From an optimization exercise on the open Yosys and OpenROAD flow, aimed at small area, a short achievable clock period and few clock cycles; shortcuts taken in it are not production practice. Where RTL was checked, it was by simulation tests only, not by an equivalence proof against the original. Function not checked in run 2: the RTL went through the layout flow alone. Power and IR drop assume default switching activity.

[flow/design.v]
module jel_cap (
    input  wire        clk,
    input  wire        rst,           
    input  wire        cmd_valid,
    output wire        cmd_ready,
    input  wire [2:0]  cmd_op,
    input  wire [31:0] cmd_arg,
    input  wire [7:0]  cmd_b,         
    input  wire [31:0] cmd_wb,        
    input  wire [31:0] cmd_hb,        
    input  wire        cmd_ecc,       
    input  wire        cmd_elen,      
    output reg         rsp_valid,
    output wire [7:0]  rsp_code,      
    output wire [31:0] rsp_value
);
    localparam OP_ECCLEN  = 3'd0;
    localparam OP_ECCCEIL = 3'd1;
    localparam OP_CAPECC  = 3'd2;
    localparam OP_RAWCAP  = 3'd3;
    localparam OP_CAP     = 3'd4;
    localparam C_OK       = 6'h00;    
    localparam C_BLOCKLEN = 6'h09;    
    localparam C_OPCODE   = 6'h0B;    
    localparam C_FRAME    = 6'h0C;    
    localparam C_CAPACITY = 6'h11;    
    localparam C_RESOURCE = 6'h29;    
    reg        rdy;           
    reg        s_mul, s_div, s_fin, s_post, s_err;
    reg        first;         
    reg        f_ecclen, f_eccceil, f_capecc, f_raw, f_cap;
    reg        ecc, elen;
    reg        nzero;         
    reg [5:0]  code;
    reg [31:0] acc;           
    reg        ovf;           
    reg [31:0] y;             
    reg        ybig;          
    reg [31:0] h;             
    reg [7:0]  ptr;           
    reg [7:0]  d;             
    reg [9:0]  d3;            
    reg [7:0]  k;             
    reg [9:0]  k3;            
    reg [7:0]  rem;
    reg [3:0]  dq;            
    assign cmd_ready = rdy;
    assign rsp_value = acc;
    assign rsp_code  = {1'b0, code, 1'b0};
    wire accept = cmd_valid && rdy;
    function automatic [7:0] top_nib(input [31:0] x);
        reg [3:0] bz, tb, nh;
        integer j;
        begin
            for (j = 0; j < 4; j = j + 1) begin
                bz[j] = |x[8*j +: 8];
                nh[j] = |x[8*j+4 +: 4];
            end
            tb[3] = bz[3];
            tb[2] = bz[2] & ~bz[3];
            tb[1] = bz[1] & ~(bz[3] | bz[2]);
            tb[0] = ~(bz[3] | bz[2] | bz[1]);
            for (j = 0; j < 4; j = j + 1) begin
                top_nib[2*j+1] = tb[j] & nh[j];
                top_nib[2*j]   = tb[j] & ~nh[j];
            end
        end
    endfunction
    function automatic [3:0] nib_at(input [31:0] x, input [7:0] p);
        integer i;
        begin
            nib_at = 4'd0;
            for (i = 0; i < 8; i = i + 1) nib_at = nib_at | (x[4*i +: 4] & {4{p[i]}});
        end
    endfunction
    wire [9:0] d1 = {2'b00, d};
    wire [9:0] d2 = {1'b0, d, 1'b0};
    wire [3:0] nib = nib_at(h, ptr);
    wire [9:0] stA, stB;
    r4step u_sa (.t({rem, nib[3:2]}), .a1(d1), .a2(d2), .a3(d3), .qr(stA));
    r4step u_sb (.t({stA[7:0], nib[1:0]}), .a1(d1), .a2(d2), .a3(d3), .qr(stB));
    wire s_dq = s_div | s_fin;
    wire inc  = s_fin & (f_ecclen | (f_eccceil & (rem != 8'd0)));
    wire [11:0] k1x = {4'd0, k};
    wire [11:0] k2x = {3'd0, k, 1'b0};
    wire [11:0] k3x = {2'd0, k3};
    wire [11:0] k4x = {2'd0, k, 2'b00};
    wire [1:0]  qa = dq[3:2];
    wire [2:0]  qb = {1'b0, dq[1:0]} + {2'b00, inc};
    wire [11:0] ma = ({12{qa == 2'd1}} & k1x) | ({12{qa == 2'd2}} & k2x) |
                     ({12{qa == 2'd3}} & k3x);
    wire [11:0] mb = ({12{qb == 3'd1}} & k1x) | ({12{qb == 3'd2}} & k2x) |
                     ({12{qb == 3'd3}} & k3x) | ({12{qb == 3'd4}} & k4x);
    wire [3:0]  fill = (f_cap & elen) ? (s_fin ? 4'd12 : 4'd15) : 4'd0;
    wire        sel0 = (s_mul & h[0]) | s_post;
    wire        sel1 = s_mul & h[1];
    wire [31:0] opa  = s_dq ? {acc[27:0], fill} : acc;
    wire [31:0] row0 = ({32{sel0}} & y) | ({32{s_dq}} & {18'd0, ma, 2'b00});
    wire [31:0] row1 = ({32{sel1}} & {y[30:0], 1'b0}) | ({32{s_dq}} & {20'd0, mb});
    wire pre_ovf = s_mul ? (((h[0] | h[1]) & (ybig | y[31])) | (h[1] & y[30]))
                         : (acc[31:27] != 5'd0);
    wire [31:0] cs_s = opa ^ row0 ^ row1;
    wire [31:0] cs_c = (opa & row0) | (opa & row1) | (row0 & row1);
    wire [32:0] sum;
    wire        sum_co;
    skadd #(.W(33)) u_add (.a({1'b0, cs_s}), .b({cs_c, 1'b0}), .cin(1'b0), .s(sum), .cout(sum_co));
    wire ovf_n = ovf | pre_ovf | sum[32] | sum[31];
    wire mul_last = (h[31:2] == 30'd0);
    wire cap_bad = (acc[31:3] == 29'd0) && (acc[2:0] <= 3'd4);    
    wire dk_zero = (dq == 4'd0) || (k == 8'd0);
    wire dk_le4  = dk_zero || (dq == 4'd1 && k <= 8'd4) || (dq == 4'd2 && k <= 8'd2) ||
                   ((dq == 4'd3 || dq == 4'd4) && k == 8'd1);
    wire fin_bad = elen ? ((&acc) && dk_le4) : ((acc == 32'd0) && dk_zero);
    wire [7:0] k_n = f_ecclen ? d + 8'd5 : f_eccceil ? d : d - 8'd5;
    wire d_le4  = (d <= 8'd4);
    wire b_err  = f_ecclen ? (d >= 8'd251 || d == 8'd0) :
                  (f_eccceil | f_capecc) ? d_le4 :
                  f_cap ? (ecc & d_le4) : 1'b0;
    wire op_err = ~(f_ecclen | f_eccceil | f_capecc | f_raw | f_cap);
    wire [5:0] err_code = op_err ? C_OPCODE :
                          (f_ecclen && d == 8'd0) ? C_FRAME : C_BLOCKLEN;
    wire is_mulop = cmd_op[2] | (cmd_op[1] & cmd_op[0]);
    wire [7:0] in_d = (cmd_op == OP_ECCLEN) ? cmd_b - 8'd5 : cmd_b;
    wire [9:0] in_d3;
    wire       in_d3_co;
    skadd #(.W(10)) u_d3 (.a({2'b00, in_d}), .b({1'b0, in_d, 1'b0}), .cin(1'b0), .s(in_d3), .cout(in_d3_co));
    wire [7:0] in_top   = top_nib(cmd_arg);
    wire       in_big   = (cmd_op == OP_ECCLEN) ? (cmd_b > 8'd20) : (cmd_b > 8'd15);
    wire       in_skip  = in_big && (|cmd_arg[31:4]);
    wire [7:0] in_ptr   = in_big ? {1'b0, in_top[7:2], in_top[1] | in_top[0]} : in_top;
    wire [7:0] acc_top  = top_nib(acc);
    wire       acc_big  = (d > 8'd15);
    wire       acc_skip = acc_big && (|acc[31:4]);
    wire [7:0] acc_ptr  = acc_big ? {1'b0, acc_top[7:2], acc_top[1] | acc_top[0]} : acc_top;
    always @(posedge clk) begin
        if (rst) begin
            rdy       <= 1'b1;
            s_mul     <= 1'b0;
            s_div     <= 1'b0;
            s_fin     <= 1'b0;
            s_post    <= 1'b0;
            s_err     <= 1'b0;
            rsp_valid <= 1'b0;
        end else begin
            rsp_valid <= 1'b0;
            s_fin     <= 1'b0;
            s_err     <= 1'b0;
            s_post    <= 1'b0;
            if (accept) begin
                rdy <= 1'b0;
                if (is_mulop) s_mul <= 1'b1;
                else          s_div <= 1'b1;
            end
            if (s_mul && mul_last) begin
                s_mul <= 1'b0;
                if (ovf_n) begin
                    s_err <= 1'b1;
                    code  <= C_RESOURCE;
                end else if (f_raw || !(ecc || elen)) begin
                    if (f_cap && nzero) begin
                        s_err <= 1'b1;
                        code  <= C_CAPACITY;
                    end else begin
                        rdy       <= 1'b1;
                        rsp_valid <= 1'b1;
                        code      <= C_OK;
                    end
                end else begin
                    s_post <= 1'b1;
                end
            end
            if (s_div && ptr[0]) begin
                s_div <= 1'b0;
                s_fin <= 1'b1;
            end
            if (s_fin) begin
                if (f_cap) begin
                    if (fin_bad) begin
                        s_err <= 1'b1;
                        code  <= C_CAPACITY;
                    end else begin
                        rdy       <= 1'b1;
                        rsp_valid <= 1'b1;
                        code      <= C_OK;
                    end
                end else if (ovf_n) begin
                    s_err <= 1'b1;
                    code  <= C_RESOURCE;
                end else begin
                    rdy       <= 1'b1;
                    rsp_valid <= 1'b1;
                    code      <= C_OK;
                end
            end
            if (s_post) begin
                if (ecc) begin
                    s_div <= 1'b1;
                end else if (cap_bad) begin
                    s_err <= 1'b1;
                    code  <= C_CAPACITY;
                end else begin
                    rdy       <= 1'b1;
                    rsp_valid <= 1'b1;
                    code      <= C_OK;
                end
            end
            if (first && (b_err || op_err)) begin
                s_mul     <= 1'b0;
                s_div     <= 1'b0;
                s_fin     <= 1'b0;
                s_post    <= 1'b0;
                s_err     <= 1'b1;
                rdy       <= 1'b0;
                rsp_valid <= 1'b0;
                code      <= err_code;
            end
            if (s_err) begin
                rdy       <= 1'b1;
                rsp_valid <= 1'b1;
            end
        end
    end
    always @(posedge clk) begin
        first <= accept && !rst;
        k     <= k_n;
        k3    <= {2'b00, k_n} + {1'b0, k_n, 1'b0};
        acc  <= sum[31:0];
        y    <= {y[29:0], 2'b00};
        ybig <= ybig | y[31] | y[30];
        ptr  <= {1'b0, ptr[7:1]};
        ovf  <= ovf_n;
        rem <= stB[7:0];
        dq  <= {stA[9:8], stB[9:8]};
        if (rdy || s_err || (s_post && ecc && !elen))
            acc <= 32'd0;
        if (s_post && ecc && elen)
            acc <= 32'hFFFF_FFFF;
        if (rdy || s_mul || s_post) begin
            rem <= 8'd0;
            dq  <= 4'd0;
        end
        if (rdy && in_skip)
            rem <= {4'd0, nib_at(cmd_arg, in_top)};
        if (s_post && acc_skip)
            rem <= {4'd0, nib_at(acc, acc_top)};
        if (rdy) begin
            f_ecclen  <= (cmd_op == OP_ECCLEN);
            f_eccceil <= (cmd_op == OP_ECCCEIL);
            f_capecc  <= (cmd_op == OP_CAPECC);
            f_raw     <= (cmd_op == OP_RAWCAP);
            f_cap     <= (cmd_op == OP_CAP);
            ecc       <= cmd_ecc;
            elen      <= cmd_elen;
            nzero     <= (cmd_wb == 32'd0) || (cmd_hb == 32'd0);
            ovf       <= 1'b0;
            ybig      <= 1'b0;
            y         <= cmd_wb;
            h         <= is_mulop ? cmd_hb : cmd_arg;
            ptr       <= in_ptr;
            d         <= in_d;
            d3        <= in_d3;
        end
        if (s_mul) begin
            h    <= {2'b00, h[31:2]};
            if (mul_last)
                y <= elen ? 32'hFFFF_FFFC : 32'd0;    
        end
        if (s_post && ecc) begin
            h    <= acc;
            ptr  <= acc_ptr;
        end
    end
endmodule
module r4step (
    input  wire [9:0] t,
    input  wire [9:0] a1,
    input  wire [9:0] a2,
    input  wire [9:0] a3,
    output wire [9:0] qr
);
    wire [9:0] s1, s2, s3;
    wire       c1, c2, c3;    
    skadd #(.W(10)) u1 (.a(t), .b(~a1), .cin(1'b1), .s(s1), .cout(c1));
    skadd #(.W(10)) u2 (.a(t), .b(~a2), .cin(1'b1), .s(s2), .cout(c2));
    skadd #(.W(10)) u3 (.a(t), .b(~a3), .cin(1'b1), .s(s3), .cout(c3));
    assign qr = c3 ? {2'd3, s3[7:0]} :
                c2 ? {2'd2, s2[7:0]} :
                c1 ? {2'd1, s1[7:0]} :
                     {2'd0, t[7:0]};
endmodule
module skadd #(parameter W = 36) (
    input  wire [W-1:0] a,
    input  wire [W-1:0] b,
    input  wire         cin,
    output wire [W-1:0] s,
    output wire         cout
);
    localparam L = (W + 1 <= 2) ? 1 : (W + 1 <= 4) ? 2 : (W + 1 <= 8) ? 3 :
                   (W + 1 <= 16) ? 4 : (W + 1 <= 32) ? 5 : 6;
    wire [W:0] gg [0:L];
    wire [W:0] pp [0:L];
    assign gg[0] = {a & b, cin};
    assign pp[0] = {a ^ b, 1'b0};
    genvar l, i;
    generate
        for (l = 0; l < L; l = l + 1) begin : g_lv
            for (i = 0; i <= W; i = i + 1) begin : g_bt
                if ((i >> l) & 1) begin : g_op
                    localparam integer J = ((i >> l) << l) - 1;
                    assign gg[l+1][i] = gg[l][i] | (pp[l][i] & gg[l][J]);
                    assign pp[l+1][i] = pp[l][i] & pp[l][J];
                end else begin : g_pass
                    assign gg[l+1][i] = gg[l][i];
                    assign pp[l+1][i] = pp[l][i];
                end
            end
        end
    endgenerate
    assign s    = (a ^ b) ^ gg[L][W-1:0];
    assign cout = gg[L][W];
endmodule
[flow/flow/run.sh]
#!/bin/bash
# Layout flow: the standard ORFS flow (standard.sh), with these make
# variables changed (the clock period and the constraints are the standard flow's):
#   ADDER_MAP_FILE=     yosys leaves adders to abc instead of mapping them to
#                       the fa/ha cells (the registers are the same)
#   ABC_AREA=1          abc's area script
#   SETUP_SLACK_MARGIN  repair_timing works on paths until this much slack
#   BUFFER_PORTS_ARGS   the cell that buffers each input and output port
#   CTS_BUF_LIST        the clock tree's buffers
#   CORE_UTILIZATION    a roomier floorplan (it does not change the cells' area)
# Each step's full log is in orfs/logs/, make's own output in flow_make.log.
set -uo pipefail
bash standard.sh ADDER_MAP_FILE= ABC_AREA=1 SETUP_SLACK_MARGIN=6 'BUFFER_PORTS_ARGS=-buffer_cell sky130_fd_sc_hd__buf_1' CTS_BUF_LIST=sky130_fd_sc_hd__clkbuf_8 CORE_UTILIZATION=30 finish > flow_make.log 2>&1
[flow/standard.sh]
#!/bin/bash
# synth_recipe.tcl (not shown) runs the flow's synth.tcl, then flattens the netlist and writes it again
# the make line also repeats each setting of config.mk as NAME=value (left out here)
make -C /OpenROAD-flow-scripts/flow DESIGN_CONFIG=/design/flow/config.mk WORK_HOME=/design/flow/orfs CLKGATE_MAP_FILE= SYNTH_SCRIPT=/design/flow/synth_recipe.tcl "${@:-finish}"
[flow/config.mk]
export PLATFORM = sky130hd
export DESIGN_NAME = jel_cap
export DESIGN_NICKNAME = jel_cap
export VERILOG_FILES = /design/flow/design.v
export SDC_FILE = /design/flow/constraint.sdc
export NUM_CORES = 4
export LEC_CHECK = 0
export CAP_MARGIN = 20
export CORE_MARGIN = 2
export CORE_UTILIZATION = 40
export SLEW_MARGIN = 20
[flow/constraint.sdc]
create_clock -name core_clock -period 10.0 [get_ports {clk}]
set_input_delay 2.0000 -clock core_clock [delete_from_list [all_inputs] [get_ports {clk}]]
set_output_delay 2.0000 -clock core_clock [all_outputs]
set_load 0.01 [all_outputs]
==> flow_summary.ini, run 1 <==
[floorplanning]
row_count = 81
io_pins = 154
core_area_um2 = 49200
die_area_um2 = 51800
initial_core_util_pct = 30.5
die_w_um = 228
die_h_um = 228

[routing]
drc = 0
drt_iter0_drc = 1621
routedWlPerCell_um = 17.5
ant_nets = 0
vias_per_cell = 5.17
vias = 16886
drt_first_pass_iters = 6
drt_wl_total_mm = 57.2

[synth]
synth_seq_cells = 174
synth_area_leader_cell = nand2_1
avgSynthCellArea_um2 = 6.22
synth_cell_type_count = 68
async_flop_share_pct = 0
netlist_instances = 2411
yosysWarnings = 3
syn_area_um2 = 15000
ys_top_cells_by_area = nand2_1, dfxtp_1, edfxtp_1
synth-edff-count = 63
synth_ff_type = dfxtp_1
yosysTopAreaCellShare_pct = 17.4
ys_seq_area_share_pct = 27.4

[job]
drv_cap = 0

[worst_setup_path]
path_class = register to register
arrival_ps = 4070
required_ps = 10340
slowest_stage = edfxtp_1
crit_path_frequent_cell = nand2_1
crit_fanout = 9
r2r_cells = 24
startpoint_type = register
crit_chain = inv_2 -> nor2_1 -> nor2_1 -> nand4_1 -> nand3b_1 -> nand2_1 -> nand2_2 -> nand2_4 -> nand2_4 -> nand2_1 -> nand3_1 -> nand3_1 -> nand2_2 -> nand2_1 -> o21ai_0 -> nand2_1 -> nand3_2 -> a21oi_4 -> nand2_1 -> nand2_1 -> nand2_1 -> nand2_1 -> nand3_1 -> a21oi_1
end_kind = register
max_stage_delay_ps = 560

[power]
vdd_drop_max_uv = 146
power_frac_comb_pct = 57.5
pwr_density_cell_nw_per_um2 = 219
power.net_switching_mw = 1.88
power_mw = 3.79
p_int_mw = 1.90
sw_frac_of_total_pct = 49.7
p_clk_share_pct = 15.0
p_leak_nw = 7.90
seqPwrFrac_pct = 27.5

[placement]
io_buffers = 151
hpwl_mm = 43.7
gp_congestion = 0.946
place_worst_setup_slack_ps = 5690
placed_cell_area_um2 = 16100

[finish]
drive_gt1_share_pct = 10.3
areaGrowthSynthToFinish_pct = 15.4
layout_commonest_cell = nand2_1
finalNetCount = 2700
post-route-cell-area_um2 = 17300
most-common-layout-cells = nand2_1, inv_1, nor2_1
antenna-diode-count = 0
fillers = 5387

[grt]
track_usage_pct = 21.5
antenna_found_initial = 2
grt_pass1_wl_mm = 85.4
grt_pass1_vias = 15048
overflow = 0
grt_max_degree = 70

[timing]
slew_viol_final = 0
slew_headroom_pct = 12.4
setup_slack_ps = 6270
finalCriticalPeriod_ps = 3730
clock_skew_ps = 21.4
rsz0062_at_grt = yes
tightest_slew_ps = 1280
setup_viol = 0
final.period_utilization_pct = 37.3
setup_tns_ps = 0
max_freq_ghz = 0.268
hold_viol_final = 0

[clocking]
clock-root-buffer = clkbuf_8
hold_buffers = 0
cts_tree = yes
ctsHtreeMaxLevel = 4
clockBufferDepth = 2
clkTransAtPathRegs_ps = 110
clock_latency_ps = 520
cts_made_buffers = 17
clock-sinks = 174

[run_status]
status = timing/DRC/antenna clean

[hold_path]
min_path_type = register to register
hold_depth = 2
[registers in the layout, indices dropped and copies added, names as in the netlist, 4 cells and up]
| signal | count |
|---|---|
| k | 7 |
| h | 32 |
| d | 8 |
| code | 6 |
| rem | 8 |
| ptr | 8 |
| k3 | 10 |
| d3 | 9 |
| y | 32 |
| acc | 32 |
| dq | 4 |
[final timing paths]
path / startpoint / endpoint / slack [ps]
setup / recovery: d[2] / rem[0] / 6270
hold / removal: y[20] / y[22] / 490
setup reg to reg: d[2] / rem[0] / 6270
hold reg to reg: y[20] / y[22] / 490
[routing by layer]
layer | global-route usage, % | up-vias | wire, um
met5 | 0 | - | 13
met4 | 9.28 | 2 | 2280
met3 | 2.96 | 126 | 3510
met2 | 35.8 | 651 | 26400
met1 | 27.8 | 7732 | 25000
li1 | - | 8375 | -
[power groups by stage]
stage                     clock, mW  sequential (mW)  combinational, mW
after floorplan                   0            0.965               1.55
after global placement            0             1.05               1.97
after detailed placement          0             1.05               1.97
after CTS                     0.581             1.03               2.01
after global routing          0.602             1.05               2.43
final                         0.569             1.04               2.17
[critical path, delay by kind of cell (launching register included)]
kind | cells | cell delay, ps
compound gates | 3 | 480
buf+inv | 1 | 230
flops | 1 | 560
simple gates | 20 | 2270
[per-stage QoR]
stage / utilization [%] / instances / hold WS [ps]
CTS: 33.8 / 3210 / 495
detailed placement: 32.8 / 3170 / 482
global placement: 32.8 / 3170 / 475
global route: 35.2 / 3265 / 521
floorplan: - / 2412 / 438
finish: 35.2 / 3265 / 493
[synthesized netlist by cell type (27+ instances only)]
master	n
nand4_1	42
xnor2_1	27
o21ai_0	128
clkbuf_1	43
o221ai_1	40
inv_1	291
nor2_1	254
nand3_1	169
a31oi_1	39
nand2_1	695
xor2_1	55
dfxtp_1	111
edfxtp_1	63
nor4_1	44
a21oi_1	99
[kinds of logic (layout without fill, tap and decap cells)]
| family | Yosys count | after routing | share of synthesized area [%] |
|---|---|---|---|
| compound gates | 434 | 434 | 18.0 |
| simple gates | 1321 | 1325 | 38.6 |
| flops | 174 | 174 | 27.4 |
| xor+xnor | 85 | 85 | 5.12 |
| other cells | 1 | 2 | 0.0250 |
| mux | 2 | 2 | 0.134 |
| buf+inv | 394 | 579 | 10.7 |
[layout make-up]
cell class,instances,area [um2],area share [%]
multi-input combinational,1848,9500,54.9
sequential,174,4140,23.9
inverter,321,1220,7.03
timing repair buffer,226,1190,6.88
tap,664,831,4.80
clock buffer,17,234,1.35
clock inverter,15,193,1.11
[what timing repair did]
action / in CTS / in global routing
setup endpoints to repair: 14 / 34
gates cloned: 1 / 5
pin swaps: 3 / 15
gates resized for setup: 4 / 62
setup buffers: 7 / 50
Testbench counts, summed over its fixed seeds: cycles 9,637.
==> run 2, diff against run 1 <==
--- a/flow/design.v
+++ b/flow/design.v
@@ -41,3 +41,2 @@
     reg [7:0]  d;             
-    reg [9:0]  d3;            
     reg [7:0]  k;             
@@ -68,2 +67,7 @@
     endfunction
+    function automatic [3:0] top_val(input [31:0] x);
+        begin
+            top_val = nib_at(x, top_nib(x));
+        end
+    endfunction
     function automatic [3:0] nib_at(input [31:0] x, input [7:0] p);
@@ -77,3 +81,6 @@
     wire [9:0] d2 = {1'b0, d, 1'b0};
-    wire [3:0] nib = nib_at(h, ptr);
+    wire [9:0] d3;
+    wire       d3_co;
+    skadd #(.W(10)) u_d3 (.a(d1), .b(d2), .cin(1'b0), .s(d3), .cout(d3_co));
+    wire [3:0] nib = nib_at(acc, ptr);
     wire [9:0] stA, stB;
@@ -96,3 +103,3 @@
     wire        sel1 = s_mul & h[1];
-    wire [31:0] opa  = s_dq ? {acc[27:0], fill} : acc;
+    wire [31:0] opa  = first ? 32'd0 : s_dq ? {y[27:0], fill} : acc;
     wire [31:0] row0 = ({32{sel0}} & y) | ({32{s_dq}} & {18'd0, ma, 2'b00});
@@ -100,3 +107,3 @@
     wire pre_ovf = s_mul ? (((h[0] | h[1]) & (ybig | y[31])) | (h[1] & y[30]))
-                         : (acc[31:27] != 5'd0);
+                         : (!first && y[31:27] != 5'd0);
     wire [31:0] cs_s = opa ^ row0 ^ row1;
@@ -112,3 +119,3 @@
                    ((dq == 4'd3 || dq == 4'd4) && k == 8'd1);
-    wire fin_bad = elen ? ((&acc) && dk_le4) : ((acc == 32'd0) && dk_zero);
+    wire fin_bad = elen ? ((&y) && dk_le4) : ((y == 32'd0) && dk_zero);
     wire [7:0] k_n = f_ecclen ? d + 8'd5 : f_eccceil ? d : d - 8'd5;
@@ -122,6 +129,2 @@
     wire is_mulop = cmd_op[2] | (cmd_op[1] & cmd_op[0]);
-    wire [7:0] in_d = (cmd_op == OP_ECCLEN) ? cmd_b - 8'd5 : cmd_b;
-    wire [9:0] in_d3;
-    wire       in_d3_co;
-    skadd #(.W(10)) u_d3 (.a({2'b00, in_d}), .b({1'b0, in_d, 1'b0}), .cin(1'b0), .s(in_d3), .cout(in_d3_co));
     wire [7:0] in_top   = top_nib(cmd_arg);
@@ -226,13 +229,10 @@
         k3    <= {2'b00, k_n} + {1'b0, k_n, 1'b0};
-        acc  <= sum[31:0];
-        y    <= {y[29:0], 2'b00};
-        ybig <= ybig | y[31] | y[30];
-        ptr  <= {1'b0, ptr[7:1]};
-        ovf  <= ovf_n;
         rem <= stB[7:0];
         dq  <= {stA[9:8], stB[9:8]};
-        if (rdy || s_err || (s_post && ecc && !elen))
+        if (rdy)
+            acc <= cmd_arg;
+        if (s_mul || s_fin || (s_post && !ecc))
+            acc <= sum[31:0];
+        if (s_err)
             acc <= 32'd0;
-        if (s_post && ecc && elen)
-            acc <= 32'hFFFF_FFFF;
         if (rdy || s_mul || s_post) begin
@@ -257,8 +257,10 @@
             y         <= cmd_wb;
-            h         <= is_mulop ? cmd_hb : cmd_arg;
+            h         <= cmd_hb;
             ptr       <= in_ptr;
-            d         <= in_d;
-            d3        <= in_d3;
+            d         <= (cmd_op == OP_ECCLEN) ? cmd_b - 8'd5 : cmd_b;
         end
         if (s_mul) begin
+            ovf  <= ovf_n;
+            ybig <= ybig | y[31] | y[30];
+            y    <= {y[29:0], 2'b00};
             h    <= {2'b00, h[31:2]};
@@ -267,4 +269,9 @@
         end
+        if (s_div) begin
+            ovf  <= ovf_n;
+            y    <= sum[31:0];                    
+            ptr  <= {1'b0, ptr[7:1]};
+        end
         if (s_post && ecc) begin
-            h    <= acc;
+            y    <= elen ? 32'hFFFF_FFFF : 32'd0;
             ptr  <= acc_ptr;
--- a/flow/flow/run.sh
+++ b/flow/flow/run.sh
@@ -9,5 +9,4 @@
 #   CTS_BUF_LIST        the clock tree's buffers
-#   CORE_UTILIZATION    a roomier floorplan (it does not change the cells' area)
 # Each step's full log is in orfs/logs/, make's own output in flow_make.log.
 set -uo pipefail
-bash standard.sh ADDER_MAP_FILE= ABC_AREA=1 SETUP_SLACK_MARGIN=6 'BUFFER_PORTS_ARGS=-buffer_cell sky130_fd_sc_hd__buf_1' CTS_BUF_LIST=sky130_fd_sc_hd__clkbuf_8 CORE_UTILIZATION=30 finish > flow_make.log 2>&1
+bash standard.sh ADDER_MAP_FILE= ABC_AREA=1 SETUP_SLACK_MARGIN=6 'BUFFER_PORTS_ARGS=-buffer_cell sky130_fd_sc_hd__buf_1' CTS_BUF_LIST=sky130_fd_sc_hd__clkbuf_8 finish > flow_make.log 2>&1
==> run 2 against run 1 <==
Maximum frequency is 4.9% lower. Cell count is 1.3% higher. Sequential power is 4% higher. Core utilization increased by 14 points. Register-to-register slack got worse by 140 ps. Power rose by 20%. Die area is 21% lower. Largest power group unchanged.
==> flow_summary.ini, run 2 <==
[placement]
numPlacedInstances = 3164
gp_congestion = 0.975
io_buffers = 151
hpwl_mm = 48.0

[synth]
netlist_instances = 2560
avgSynthCellArea_um2 = 6.11
synth_ff_type = edfxtp_1
async_flop_share_pct = 0
yosysTopAreaCellShare_pct = 18.6
synth-edff-count = 94
ys_seq_area_share_pct = 27.1
yosysWarnings = 3
yosysMostFrequentCell = nand2_1
ys_top_cells_by_count = nand2_1, inv_1, nor2_1
synth_cell_type_count = 63
syn_area_um2 = 15600
synth_seq_cells = 165
synth_area_leader_cell = nand2_1
ys_top_cells_by_area = nand2_1, edfxtp_1, dfxtp_1

[power]
p_clk_share_pct = 11.4
vdd_drop_max_uv = 180
pwr_density_cell_nw_per_um2 = 238
p_int_mw = 2.17
seqPwrFrac_pct = 23.9
p_leak_nw = 8.75
power.net_switching_mw = 2.37
power_frac_comb_pct = 64.7
sw_frac_of_total_pct = 52.2

[hold_path]
hold_depth = 2
holdPathEnd = rsp_valid
min_path_type = register to register
hp-start = s_err

[clocking]
clockBufferDepth = 2
hold_buffers = 0
clock-sinks = 165
cts_tree = yes
clkTransAtPathRegs_ps = 100
clock-root-buffer = clkbuf_8
ctsHtreeMaxLevel = 4
clock_latency_ps = 540
cts_made_buffers = 17

[worst_setup_path]
r2r_end = rem[0]
r2r-start = d[3]
cp_top_family = simple AND/OR/NAND/NOR gates
max_stage_delay_ps = 540
slowest_stage = nor4_2
end_kind = register
path_class = input pin to register
crit_fanout = 7
required_ps = 10460
crit_buf_inv = 1
startpoint_type = input pin
crit_path_frequent_cell = nor2_1
arrival_ps = 4380
r2r_cells = 29
ff2ff_setup_slack_ps = 6130
crit_chain = buf_1 -> nor4_2 -> nand3_1 -> a21oi_1 -> nand2_1 -> nor2_1 -> a31oi_1 -> a41oi_1 -> nor2_1 -> a21oi_2

[job]
drv_cap = 0

[timing]
final.period_utilization_pct = 39.2
setup_viol = 0
setup_tns_ps = 0
tightest_slew_ps = 1010
rsz0062_at_grt = yes
max_freq_ghz = 0.255
slew_viol_final = 0
clock_skew_ps = 32.4
finalCriticalPeriod_ps = 3920
hold_viol_final = 0
slew_headroom_pct = 32.6

[routing]
drc = 0
drt_wl_total_mm = 65.2
vias_per_cell = 5.66
ant_nets = 0
drt_iter0_drc = 1844
drt_first_pass_iters = 8
routedWlPerCell_um = 19.7
vias = 18739

[finish]
finalNetCount = 2890
fillers = 4089
areaGrowthSynthToFinish_pct = 22.0
top_regs = acc: 32 flops, h: 32 flops, y: 32 flops
antenna-diode-count = 0
stdcell_count = 3309
layout_commonest_cell = nand2_1
drive_gt1_share_pct = 16.7
most-common-layout-cells = nand2_1, inv_1, nor2_1

[floorplanning]
io_pins = 154
core_area_um2 = 38600
initial_core_util_pct = 40.5
row_count = 72
die_area_um2 = 40700
die_h_um = 202
die_w_um = 202

[grt]
grt_busiest_layer = met2
grt_pass1_vias = 16717
antenna_found_initial = 0
met3_usage_pct = 4.50
overflow = 0
grt_max_degree = 43
grt_use_met2_pct = 47.8
met1_usage_pct = 42.0
track_usage_pct = 30.6
grt_pass1_wl_mm = 96.2

[run_status]
status = timing/DRC/antenna clean
==> run 2: cell count changes after synthesis, moves of 18 or more <==
cell,before,now
edfxtp_1,63,94
o21ai_0,128,157
nand2_1,695,774
dfxtp_1,111,71
o221ai_1,40,3
nand2_2,21,39
a21oi_1,99,171
==> run 2: worst max path at each step <==
| stage | from | end | slack, ps | depth (start not counted) |
|---|---|---|---|---|
| 2_1_floorplan | cmd_arg[30] | rem[1] | 6210 | 9 |
| 3_3_place_gp | s_div | code[0] | 5310 | 29 |
| 3_5_place_dp | s_div | code[0] | 5250 | 28 |
| 4_1_cts | s_div | code[0] | 5990 | 29 |
| 5_1_grt | s_div | code[0] | 5920 | 32 |
| 6_report | cmd_arg[26] | rem[1] | 6080 | 10 |
==> run 2: power groups by stage <==
stage / sequential, mW / clock [mW] / combinational [mW]
after floorplan: 0.986 / 0 / 1.76
after global placement: 1.09 / 0 / 2.24
after detailed placement: 1.09 / 0 / 2.25
after CTS: 1.07 / 0.527 / 2.31
after global routing: 1.09 / 0.550 / 3.21
final: 1.08 / 0.516 / 2.93
==> run 2: stage by stage <==
step           hold WS (ps)  area, um2  power (mW)  worst slack [ps]  util (%)
2_1_floorplan           467      15700        2.74              6210         -
3_3_place_gp            468      16600        3.33              5310      42.9
3_5_place_dp            480      16600        3.34              5250      42.9
4_1_cts                 496      17400        3.91              5990      45.0
5_1_grt                 508      19100        4.85              5920      49.4
6_report                481      19100        4.54              6080      49.4
==> run 2: repair_timing <==
action	in CTS	in global routing
buffers inserted	24	79
cloned	4	6
pin swaps	4	89
endpoints found under the setup margin	71	52
gates resized for setup	43	276
==> run 2: layout make-up <==
cell class	count	area [um2]	share of cell area, %
flip-flops and latches	165	4270	22.3
well taps	518	648	3.40
clock inverters	15	158	0.826
clock buffers	17	234	1.23
repair inverters	3	31.3	0.164
inverters	307	1230	6.47
multi-input cells	2008	10800	56.4
repair buffers	276	1750	9.16
==> run 2: metal layers <==
metal | share of wire, % | up-vias
met4 | 4.2 | 0
met1 | 43 | 8771
li1 | - | 8935
met3 | 8.2 | 150
met5 | 0 | -
met2 | 45 | 883
==> run 2: kinds of logic (layout without fill, tap and decap cells) <==
| logic type | count (synthesis) | after routing | synth area share [%] |
|---|---|---|---|
| and+or+nand+nor | 1421 | 1423 | 39.5 |
| AOI/OAI and AO/OA | 486 | 486 | 17.9 |
| buffers and inverters | 390 | 618 | 10.1 |
| DFF | 165 | 165 | 27.1 |
| xor gates and xnor gates | 97 | 97 | 5.43 |
| other | 1 | 2 | 0.0240 |
==> run 2: worst reg2reg max path, delay by kind of cell (launching register included) <==
kind / cells / cell delay [ps]
simple gates: 21 / 2070
compound gates: 4 / 730
flops: 1 / 560
buf+inv: 4 / 450

## afterwards: timing with drivers on the ports
How much do the figures lean on ideal ports? The routed layouts below were timed once more, with nothing changed but the port constraints.
Step 1 (the two cells are an assumption about what drives the block):
set clk [get_ports {clk}]
set_driving_cell -lib_cell sky130_fd_sc_hd__clkbuf_16 $clk
set_driving_cell -lib_cell sky130_fd_sc_hd__buf_2 [delete_from_list [all_inputs] $clk]
Step 2 times the ports against the registers' clock, not the clock port: input delays grow and output delays shrink by t, the midpoint of the rising clock arrivals with the driver on.
Slacks: no drivers / after step 1 / after step 2; pairs: no drivers / after step 1.
run | t (ns) | setup WS [ns] | hold slack, ns | slew at the worst register clock pin (ns) | cell pins on the clock port's net
run 1 | 0.554 | 6.268 / 6.245 / 5.691 | 0.493 / 0.493 / 0.493 | 0.11 / 0.11 | 1
run 2 | 0.573 | 6.077 / 6.105 / 5.532 | 0.481 / 0.481 / 0.481 | 0.12 / 0.12 | 1
After both steps every run listed still meets setup and hold. For run 1, which loses most, drivers alone change the setup slack by -0.023 ns; drivers and shift together by -0.577 ns.
